This design comes from an exercise in tuning for small area, a short achievable clock period and few clock cycles on the open sky130 flow, not from production work. At most, simulation tests tie the RTL to the original design; equivalence was not proved. Power figures rest on the tool's default switching activity, not on a simulated workload.

==> module bhx_stream, before the edit <==
module bhx_stream (
    input  wire        clk,
    input  wire        rst,
    input  wire        start,
    input  wire [2:0]  op,
    input  wire [23:0] len,
    input  wire [23:0] base,
    input  wire [23:0] cap,
    output wire        busy,
    input  wire        in_valid,
    input  wire [7:0]  in_data,
    output wire        in_ready,
    output wire        out_valid,
    output wire [7:0]  out_data,
    input  wire        out_ready,
    output reg         done,
    output reg  [4:0]  err_code,
    output wire [2:0]  err_stage,
    output reg  [23:0] err_pos,
    output wire [7:0]  err_detail,
    output reg  [23:0] out_len
);
    localparam E_INVCHAR = 5'h03;
    localparam E_BADCMD  = 5'h10;
    localparam E_BADLEN  = 5'h11;
    reg        run;
    reg        six;       
    reg        rle;       
    reg        ir;        
    reg [22:0] rem;       
    reg        in_end;    
    reg        iv0;       
    reg [7:0]  id0;
    reg [23:0] ipos;      
    reg [23:0] capl;      
    reg        full;      
    reg [2:0]  kc;        
    reg [5:0]  lo;        
    reg        tv, tv1;   
    reg [7:0]  td;        
    reg [7:0]  td1;
    reg        t_esc, t_esc1;       
    reg        t_small, t_small1;   
    reg        ov, sv;    
    reg [7:0]  od;        
    reg [7:0]  sd;
    wire sx_err  = err_code[1] & err_code[0];
    wire any_err = err_code[1] | err_code[2];
    wire accept  = start && !run;
    wire take    = in_valid && ir;
    wire room    = !sv;                  
    wire ph0     = (kc[1:0] == 2'd0);
    wire in_done = in_end && !iv0;       
    wire       flush = six && in_done && (kc != 3'd0) && !sx_err;
    wire       is_alpha, is_ws;
    wire [5:0] sx_val;
    wire [7:0] sx_byte;
    bhx_sixbit u_six (
        .c      (id0),
        .zero   (in_done),
        .ph     (kc[1:0]),
        .lo     (lo),
        .alpha  (is_alpha),
        .ws     (is_ws),
        .val    (sx_val),
        .byte_o (sx_byte)
    );
    wire       rl_take, rl_emit, rl_tinc1, rl_tinc2, rl_ev, rl_st;
    wire [1:0] rl_osel;
    wire [4:0] rl_code;
    wire       src_done = in_done && (!six || kc == 3'd0);
    wire       rl_en    = run && rle && !any_err;
    bhx_rle u_rle (
        .clk      (clk),
        .clear    (accept),
        .en       (rl_en),
        .tv       (tv),
        .td       (td),
        .t_esc    (t_esc),
        .t_small  (t_small),
        .full     (full),
        .o_free   (room),
        .src_done (src_done),
        .take     (rl_take),
        .emit     (rl_emit),
        .osel     (rl_osel),
        .tinc1    (rl_tinc1),
        .tinc2    (rl_tinc2),
        .err      (rl_ev),
        .ecode    (rl_code),
        .busy     (rl_st)
    );
    wire emit   = rle ? rl_emit : (tv && room && !sx_err);
    wire t_pop  = tv && (any_err || (rle ? rl_take : room));
    wire t_free = !tv1;                  
    wire i_pop    = iv0 && (sx_err || t_free || (six && ph0));
    wire ch_take  = i_pop && six && !sx_err;
    wire ch_alpha = ch_take && is_alpha;
    wire ch_bad   = ch_take && !is_alpha && !is_ws;
    wire fl_step  = flush && (ph0 || t_free);
    wire sx_adv   = ch_alpha || fl_step;
    wire push     = six ? (sx_adv && !ph0) : i_pop;    
    wire [7:0] nt = six ? sx_byte : id0;
    wire       in_end_n = take ? (rem == 23'd1) : in_end;
    wire       iv0_n    = take || (iv0 && !i_pop);
    wire       t_shift  = (t_pop && tv1) || (!tv1 && tv && !t_pop);
    wire       tv1_n    = !ch_bad && (t_shift ? push : tv1);
    wire [2:0] kc_n     = sx_adv ? kc + 3'd1 : kc;
    wire       ir_n     = !in_end_n &&
                          (!iv0_n || sx_err || ch_bad || !tv1_n || (six && kc_n[1:0] == 2'd0));
    reg [7:0] nb;
    always @(*) begin
        case (rle ? rl_osel : 2'd0)
            2'd0:    nb = td;
            2'd1:    nb = 8'h90;
            default: nb = od;
        endcase
    end
    wire finish = run && in_done &&
                  (any_err || (src_done && !tv && !(rle && rl_st) && !sv && (!ov || out_ready)));
    assign busy       = run;
    assign in_ready   = ir;
    assign out_valid  = ov;
    assign out_data   = od;
    assign err_detail = td;
    assign err_stage  = (err_code == E_INVCHAR) ? 3'd2 :
                        (err_code[2] || (err_code[4] && err_code[1])) ? 3'd3 : 3'd0;
    always @(posedge clk) begin
        if (rst) begin
            run  <= 1'b0;
            done <= 1'b0;
            ir   <= 1'b0;
            ov   <= 1'b0;
            sv   <= 1'b0;
        end else if (accept) begin
            six        <= op[0];
            rle        <= op[1];
            rem        <= len[22:0];
            in_end     <= (len == 24'd0);
            ipos       <= base;
            capl       <= cap;
            full       <= (cap == 24'd0);
            kc         <= 3'd0;
            iv0        <= 1'b0;
            tv         <= 1'b0;
            tv1        <= 1'b0;
            ov         <= 1'b0;
            sv         <= 1'b0;
            out_len    <= 24'd0;
            err_pos    <= 24'd0;
            err_code   <= 5'd0;
            td         <= 8'd0;
            ir         <= 1'b0;
            if (op == 3'd0 || op > 3'd3) begin
                done     <= 1'b1;
                err_code <= E_BADCMD;
                td       <= {5'd0, op};
            end else if (len > 24'h40_0000) begin
                done     <= 1'b1;
                err_code <= E_BADLEN;
                err_pos  <= len;
            end else begin
                done <= 1'b0;
                run  <= 1'b1;
                ir   <= (len != 24'd0);
            end
        end else if (run) begin
            ir <= ir_n;
            if (take) begin
                rem    <= rem - 23'd1;
                in_end <= (rem == 23'd1);
            end
            if (i_pop)
                ipos <= ipos + 24'd1;
            iv0 <= iv0_n;
            if (take)
                id0 <= in_data;
            if (sx_adv) begin
                kc <= kc + 3'd1;
                lo <= sx_val;
            end
            if (t_pop && tv1) begin
                tv      <= 1'b1;
                td      <= td1;
                t_esc   <= t_esc1;
                t_small <= t_small1;
            end else if (t_pop || !tv) begin
                tv <= push;
                if (push) begin
                    td      <= nt;
                    t_esc   <= (nt == 8'h90);
                    t_small <= (nt[7:2] == 6'd0);
                end
            end
            if (t_shift) begin
                tv1 <= push;
                if (push) begin
                    td1      <= nt;
                    t_esc1   <= (nt == 8'h90);
                    t_small1 <= (nt[7:2] == 6'd0);
                end
            end
            if (!ov) begin
                ov <= emit;
                if (emit) od <= nb;
            end else if (out_ready) begin
                if (sv) begin
                    od <= sd;
                    sv <= 1'b0;
                end else begin
                    ov <= emit;
                    if (emit) od <= nb;
                end
            end else if (emit) begin
                sv <= 1'b1;
                sd <= nb;
            end
            if (emit) begin
                out_len <= out_len + 24'd1;
                capl    <= capl - 24'd1;
                full    <= (capl == 24'd1);
            end
            if (ch_bad) begin
                err_code <= E_INVCHAR;
                err_pos  <= ipos;
                td       <= id0;
                tv       <= 1'b0;
                tv1      <= 1'b0;
            end else if (rl_ev) begin
                err_code <= rl_code;
            end else if (rl_tinc1 | rl_tinc2) begin
                err_pos <= {err_pos[23:1] + {22'd0, rl_tinc2 | err_pos[0]}, err_pos[0] ^ rl_tinc1};
            end
            if (finish) begin
                run  <= 1'b0;
                done <= 1'b1;
                ir   <= 1'b0;
                ov   <= 1'b0;
                sv   <= 1'b0;
                if (!any_err)
                    err_pos <= 24'd0;
                else
                    out_len <= 24'd0;
                if (!sx_err)
                    td <= 8'd0;
            end
        end
    end
endmodule
==> flow/config.mk <==
export PLATFORM = sky130hd
export DESIGN_NAME = bhx_stream
export DESIGN_NICKNAME = bhx_stream
export VERILOG_FILES = /design/flow/design.v
export SDC_FILE = /design/flow/constraint.sdc
export NUM_CORES = 4
export LEC_CHECK = 0
export ABC_CLOCK_PERIOD_IN_PS = 2300
export CAP_MARGIN = 20
export CORE_MARGIN = 2
export CORE_UTILIZATION = 40
export PLACE_DENSITY = 0.6
export SETUP_SLACK_MARGIN = 2.5
export SLEW_MARGIN = 20
==> flow/constraint.sdc <==
create_clock -name core_clock -period 5.0 [get_ports {clk}]
set_input_delay 1.0000 -clock core_clock [delete_from_list [all_inputs] [get_ports {clk}]]
set_output_delay 1.0000 -clock core_clock [all_outputs]
set_load 0.01 [all_outputs]
run.sh (not shown) runs the stock make flow with config.mk's settings and CLKGATE_MAP_FILE= SYNTH_SCRIPT=/design/flow/synth_recipe.tcl, a recipe that flattens the netlist after the stock synthesis.
The first run completed without violations.
Rerun with:
--- a/flow/design.v
+++ b/flow/design.v
@@ -184,8 +184,8 @@
     reg        ir;        
     reg [22:0] rem;       
     reg        in_end;    
-    reg        iv0;       
-    reg [7:0]  id0;
+    reg        iv0, iv1;  
+    reg [7:0]  id0, id1;
     reg [23:0] ipos;      
     reg [23:0] capl;      
     reg        full;      
@@ -256,13 +256,9 @@
     wire sx_adv   = ch_alpha || fl_step;
     wire push     = six ? (sx_adv && !ph0) : i_pop;    
     wire [7:0] nt = six ? sx_byte : id0;
-    wire       in_end_n = take ? (rem == 23'd1) : in_end;
-    wire       iv0_n    = take || (iv0 && !i_pop);
-    wire       t_shift  = (t_pop && tv1) || (!tv1 && tv && !t_pop);
-    wire       tv1_n    = !ch_bad && (t_shift ? push : tv1);
-    wire [2:0] kc_n     = sx_adv ? kc + 3'd1 : kc;
-    wire       ir_n     = !in_end_n &&
-                          (!iv0_n || sx_err || ch_bad || !tv1_n || (six && kc_n[1:0] == 2'd0));
+    wire in_end_n = take ? (rem == 23'd1) : in_end;
+    wire iv1_n    = i_pop ? (iv1 && take) : (iv1 || (iv0 && take));
+    wire ir_n     = !in_end_n && !iv1_n;
     reg [7:0] nb;
     always @(*) begin
         case (rle ? rl_osel : 2'd0)
@@ -273,6 +269,8 @@
     end
     wire finish = run && in_done &&
                   (any_err || (src_done && !tv && !(rle && rl_st) && !sv && (!ov || out_ready)));
+    wire [23:0] tpos_p1 = err_pos + 24'd1;
+    wire [23:0] tpos_p2 = {err_pos[23:1] + 23'd1, err_pos[0]};
     assign busy       = run;
     assign in_ready   = ir;
     assign out_valid  = ov;
@@ -297,6 +295,7 @@
             full       <= (cap == 24'd0);
             kc         <= 3'd0;
             iv0        <= 1'b0;
+            iv1        <= 1'b0;
             tv         <= 1'b0;
             tv1        <= 1'b0;
             ov         <= 1'b0;
@@ -325,11 +324,23 @@
                 rem    <= rem - 23'd1;
                 in_end <= (rem == 23'd1);
             end
-            if (i_pop)
+            if (i_pop) begin
                 ipos <= ipos + 24'd1;
-            iv0 <= iv0_n;
-            if (take)
-                id0 <= in_data;
+                if (iv1) begin
+                    id0 <= id1;
+                    iv1 <= take;
+                    if (take) id1 <= in_data;
+                end else begin
+                    iv0 <= take;
+                    if (take) id0 <= in_data;
+                end
+            end else if (!iv0) begin
+                iv0 <= take;
+                if (take) id0 <= in_data;
+            end else if (take) begin
+                iv1 <= 1'b1;
+                id1 <= in_data;
+            end
             if (sx_adv) begin
                 kc <= kc + 3'd1;
                 lo <= sx_val;
@@ -347,7 +358,7 @@
                     t_small <= (nt[7:2] == 6'd0);
                 end
             end
-            if (t_shift) begin
+            if (t_pop && tv1 || !tv1 && tv && !t_pop) begin
                 tv1 <= push;
                 if (push) begin
                     td1      <= nt;
@@ -383,8 +394,10 @@
                 tv1      <= 1'b0;
             end else if (rl_ev) begin
                 err_code <= rl_code;
-            end else if (rl_tinc1 | rl_tinc2) begin
-                err_pos <= {err_pos[23:1] + {22'd0, rl_tinc2 | err_pos[0]}, err_pos[0] ^ rl_tinc1};
+            end else if (rl_tinc1) begin
+                err_pos <= tpos_p1;
+            end else if (rl_tinc2) begin
+                err_pos <= tpos_p2;
             end
             if (finish) begin
                 run  <= 1'b0;
The changed run completed with no timing, DRC or antenna violations; sequential share of layout area rose by 0.19 points; global-route usage came out lower by 0.54 points; wire length decreases slightly; power rises by roughly a tenth; first-iteration DRC count decreases by about a fifth; combinational power goes up by a little under a tenth; worst setup slack improves by 0.10 ns; via count goes down slightly.
Testbench counts after the change, summed over its fixed seeds: cycles 137,032.
The RTL of the first run of this note was laid out without a check of its function.

========
red:
bhx_stream, a different RTL version from the one above (not shown whole).
For scale: about 1300 cells after synthesis, roughly 160 I/O pins.
==> module bhx_stream, before the edit <==
module bhx_stream (
    input  wire        clk,
    input  wire        rst,
    input  wire        start,
    input  wire [2:0]  op,
    input  wire [23:0] len,
    input  wire [23:0] base,
    input  wire [23:0] cap,
    output wire        busy,
    input  wire        in_valid,
    input  wire [7:0]  in_data,
    output wire        in_ready,
    output wire        out_valid,
    output wire [7:0]  out_data,
    input  wire        out_ready,
    output reg         done,
    output reg  [4:0]  err_code,
    output wire [2:0]  err_stage,
    output reg  [23:0] err_pos,
    output wire [7:0]  err_detail,
    output reg  [23:0] out_len
);
    localparam E_INVCHAR = 5'h03;
    localparam E_BADCMD  = 5'h10;
    localparam E_BADLEN  = 5'h11;
    reg        run;
    reg        six;       
    reg        rle;       
    reg        ir;        
    reg [22:0] rem;       
    reg        in_end;    
    reg        iv0;       
    reg [7:0]  id0;
    reg [23:0] ipos;      
    reg [23:0] capl;      
    reg        full;      
    reg [2:0]  kc;        
    reg [5:0]  lo;        
    reg        tv, tv1;   
    reg [7:0]  td;        
    reg [7:0]  td1;
    reg        t_esc;     
    reg        t_small;   
    reg        ov;        
    reg [7:0]  od;        
    wire sx_err  = err_code[1] & err_code[0];
    wire any_err = err_code[1] | err_code[2];
    wire accept  = start && !run;
    wire take    = in_valid && ir;
    wire room    = !ov || out_ready;     
    wire ph0     = (kc[1:0] == 2'd0);
    wire in_done = in_end && !iv0;       
    wire       flush = six && in_done && (kc != 3'd0) && !sx_err;
    wire       is_alpha, is_ws;
    wire [5:0] sx_val;
    wire [7:0] sx_byte;
    bhx_sixbit u_six (
        .c      (id0),
        .zero   (in_done),
        .ph     (kc[1:0]),
        .lo     (lo),
        .alpha  (is_alpha),
        .ws     (is_ws),
        .val    (sx_val),
        .byte_o (sx_byte)
    );
    wire       rl_take, rl_emit, rl_tinc1, rl_tinc2, rl_ev, rl_st, rl_dec1, rl_dec2;
    wire [1:0] rl_osel;
    wire [4:0] rl_code;
    wire       src_done = in_done && (!six || kc == 3'd0);
    wire       rl_en    = run && rle && !any_err;
    bhx_rle u_rle (
        .clk      (clk),
        .clear    (accept),
        .en       (rl_en),
        .tv       (tv),
        .td       (td),
        .t_esc    (t_esc),
        .t_small  (t_small),
        .full     (full),
        .o_free   (room),
        .src_done (src_done),
        .take     (rl_take),
        .emit     (rl_emit),
        .osel     (rl_osel),
        .tinc1    (rl_tinc1),
        .tinc2    (rl_tinc2),
        .dec1     (rl_dec1),
        .dec2     (rl_dec2),
        .err      (rl_ev),
        .ecode    (rl_code),
        .busy     (rl_st)
    );
    wire emit   = rle ? rl_emit : (tv && room && !sx_err);
    wire t_pop  = tv && (any_err || (rle ? rl_take : room));
    wire t_free = !tv1;                  
    wire i_pop    = iv0 && (sx_err || t_free || (six && ph0));
    wire ch_take  = i_pop && six && !sx_err;
    wire ch_alpha = ch_take && is_alpha;
    wire ch_bad   = ch_take && !is_alpha && !is_ws;
    wire fl_step  = flush && (ph0 || t_free);
    wire sx_adv   = ch_alpha || fl_step;
    wire push     = six ? (sx_adv && !ph0) : i_pop;    
    wire [7:0] nt = six ? sx_byte : id0;
    wire       in_end_n = take ? (rem == 23'd1) : in_end;
    wire       iv0_n    = take || (iv0 && !i_pop);
    wire       t_shift  = (t_pop && tv1) || (!tv1 && tv && !t_pop);
    wire       tv1_n    = !ch_bad && (t_shift ? push : tv1);
    wire [2:0] kc_n     = sx_adv ? kc + 3'd1 : kc;
    wire       ir_n     = !in_end_n &&
                          (!iv0_n || sx_err || ch_bad || !tv1_n || (six && kc_n[1:0] == 2'd0));
    reg [7:0] nb;
    always @(*) begin
        case (rle ? rl_osel : 2'd0)
            2'd0:    nb = td;
            2'd1:    nb = 8'h90;
            default: nb = od;
        endcase
    end
    wire [22:0] tpos_up = err_pos[23:1] + 23'd1;
    wire finish = run && in_done &&
                  (any_err || (src_done && !tv && !(rle && rl_st) && room));
    assign busy       = run;
    assign in_ready   = ir;
    assign out_valid  = ov;
    assign out_data   = od;
    assign err_detail = td;
    assign err_stage  = {1'b0, err_code[1] | err_code[2],
                         err_code[2] | (err_code[4] & err_code[1])};
    always @(posedge clk) begin
        if (rst) begin
            run  <= 1'b0;
            done <= 1'b0;
            ir   <= 1'b0;
            ov   <= 1'b0;
        end else if (accept) begin
            six        <= op[0];
            rle        <= op[1];
            rem        <= len[22:0];
            in_end     <= (len == 24'd0);
            ipos       <= base;
            capl       <= cap;
            full       <= (cap == 24'd0);
            kc         <= 3'd0;
            iv0        <= 1'b0;
            tv         <= 1'b0;
            tv1        <= 1'b0;
            ov         <= 1'b0;
            out_len    <= 24'd0;
            err_pos    <= 24'd0;
            err_code   <= 5'd0;
            td         <= 8'd0;
            ir         <= 1'b0;
            if (op == 3'd0 || op > 3'd3) begin
                done     <= 1'b1;
                err_code <= E_BADCMD;
                td       <= {5'd0, op};
            end else if (len > 24'h40_0000) begin
                done     <= 1'b1;
                err_code <= E_BADLEN;
                err_pos  <= len;
            end else begin
                done <= 1'b0;
                run  <= 1'b1;
                ir   <= (len != 24'd0);
            end
        end else if (run) begin
            ir <= ir_n;
            if (take) begin
                rem    <= rem - 23'd1;
                in_end <= (rem == 23'd1);
            end
            if (i_pop)
                ipos <= ipos + 24'd1;
            iv0 <= iv0_n;
            if (take)
                id0 <= in_data;
            if (sx_adv) begin
                kc <= kc + 3'd1;
                lo <= sx_val;
            end
            if (t_pop && tv1) begin
                tv      <= 1'b1;
                td      <= td1;
                t_esc   <= (td1 == 8'h90);
                t_small <= (td1[7:2] == 6'd0);
            end else if (t_pop || !tv) begin
                tv <= push;
                if (push) begin
                    td      <= nt;
                    t_esc   <= (nt == 8'h90);
                    t_small <= (nt[7:2] == 6'd0);
                end
            end else if (rl_dec1 | rl_dec2) begin
                td <= td - {6'd0, rl_dec2, rl_dec1};
            end
            if (t_shift) begin
                tv1 <= push;
                if (push) begin
                    td1      <= nt;
                end
            end
            if (room)
                ov <= emit;
            if (emit)
                od <= nb;
            if (emit) begin
                out_len <= out_len + 24'd1;
                capl    <= capl - 24'd1;
                full    <= (capl == 24'd1);
            end
            if (ch_bad) begin
                err_code <= E_INVCHAR;
                err_pos  <= ipos;
                td       <= id0;
                tv       <= 1'b0;
                tv1      <= 1'b0;
            end else if (rl_ev) begin
                err_code <= rl_code;
            end else if (rl_tinc1 | rl_tinc2) begin
                err_pos <= {(rl_tinc2 | err_pos[0]) ? tpos_up : err_pos[23:1], err_pos[0] ^ rl_tinc1};
            end
            if (finish) begin
                run  <= 1'b0;
                done <= 1'b1;
                ir   <= 1'b0;
                ov   <= 1'b0;
                    if (!any_err)
                    err_pos <= 24'd0;
                else
                    out_len <= 24'd0;
                if (!sx_err)
                    td <= 8'd0;
            end
        end
    end
endmodule
clock: 5.0 ns
lec_check: 0
abc_clock_period_in_ps: 2500
cap_margin: 20
core_margin: 2
core_utilization: 40
place_density: 0.6
setup_slack_margin: 2.3
slew_margin: 20
standard.sh (not shown) runs the stock make flow with config.mk's settings and CLKGATE_MAP_FILE= SYNTH_SCRIPT=/design/flow/synth_recipe.tcl, a recipe that flattens the netlist after the stock synthesis.
==> flow/flow/run.sh <==
#!/bin/bash
# Standard layout, with every input and output port buffered by the
# platform's smallest buffer (buf_1) instead of the default delay-cell buffer.
set -euo pipefail
export BUFFER_PORTS_ARGS="-buffer_cell sky130_fd_sc_hd__buf_1"
bash standard.sh > flow.log 2>&1
Input changes introduced in blue (baseline for comparison: red):
--- a/flow/design.v
+++ b/flow/design.v
@@ -280,10 +280,10 @@
     assign in_ready   = ir;
     assign out_valid  = ov;
     assign out_data   = od;
     assign err_detail = td;
-    assign err_stage  = {1'b0, err_code[1] | err_code[2],
-                         err_code[2] | (err_code[4] & err_code[1])};
+    assign err_stage  = (err_code == E_INVCHAR) ? 3'd2 :
+                        (err_code[2] || (err_code[4] && err_code[1])) ? 3'd3 : 3'd0;
     always @(posedge clk) begin
         if (rst) begin
             run  <= 1'b0;
             done <= 1'b0;
## What came out
- Compared to red, blue reaches a higher achievable clock.
- Going from red to blue, shortest clock period the worst path allows after layout shrinks by 0.10 ns.
- Diff red -> blue: power shows no meaningful change; worst hold slack shows a reduction of 0.050 ns; post-route fraction of the period consumed by the critical path shows a reduction of 2.1 points.
No run of this note included a check of the RTL's function; only the layout flow was run.

## what the ideal ports hide
The results above use ideal ports. As a check the final layouts listed here were re-extracted and re-timed, cells and wires unchanged.
Step 1 sets driving cells, clkbuf_16 on the clock port and buf_2 on the other inputs (assumed; they add their load-dependent delay and slew).
Step 2, shift: input delay + t, output delay - t, t = (earliest + latest rising clock arrival at the registers) / 2. This alone moves slack from input paths to output paths.
Three values: no drivers, after step 1, after step 2; two values: the first two.
run | t (ns) | setup slack, ns | slew at the worst register clock pin (ns) | pins driven straight from the clock port
the first run of note 1 | 0.568 | 2.259 / 2.263 / 1.717 | 0.06 / 0.06 | 1
the second run of note 1 | 0.589 | 2.364 / 2.364 / 1.792 | 0.06 / 0.06 | 1
red | 0.493 | 1.955 / 1.966 / 1.473 | 0.08 / 0.08 | 1
blue | 0.494 | 2.059 / 2.059 / 1.581 | 0.08 / 0.08 | 1
After both steps setup and hold are still met in every run listed. The setup slack of the second run of note 1, which loses most, moves by 0.000 ns with the drivers and by -0.572 ns with both steps.
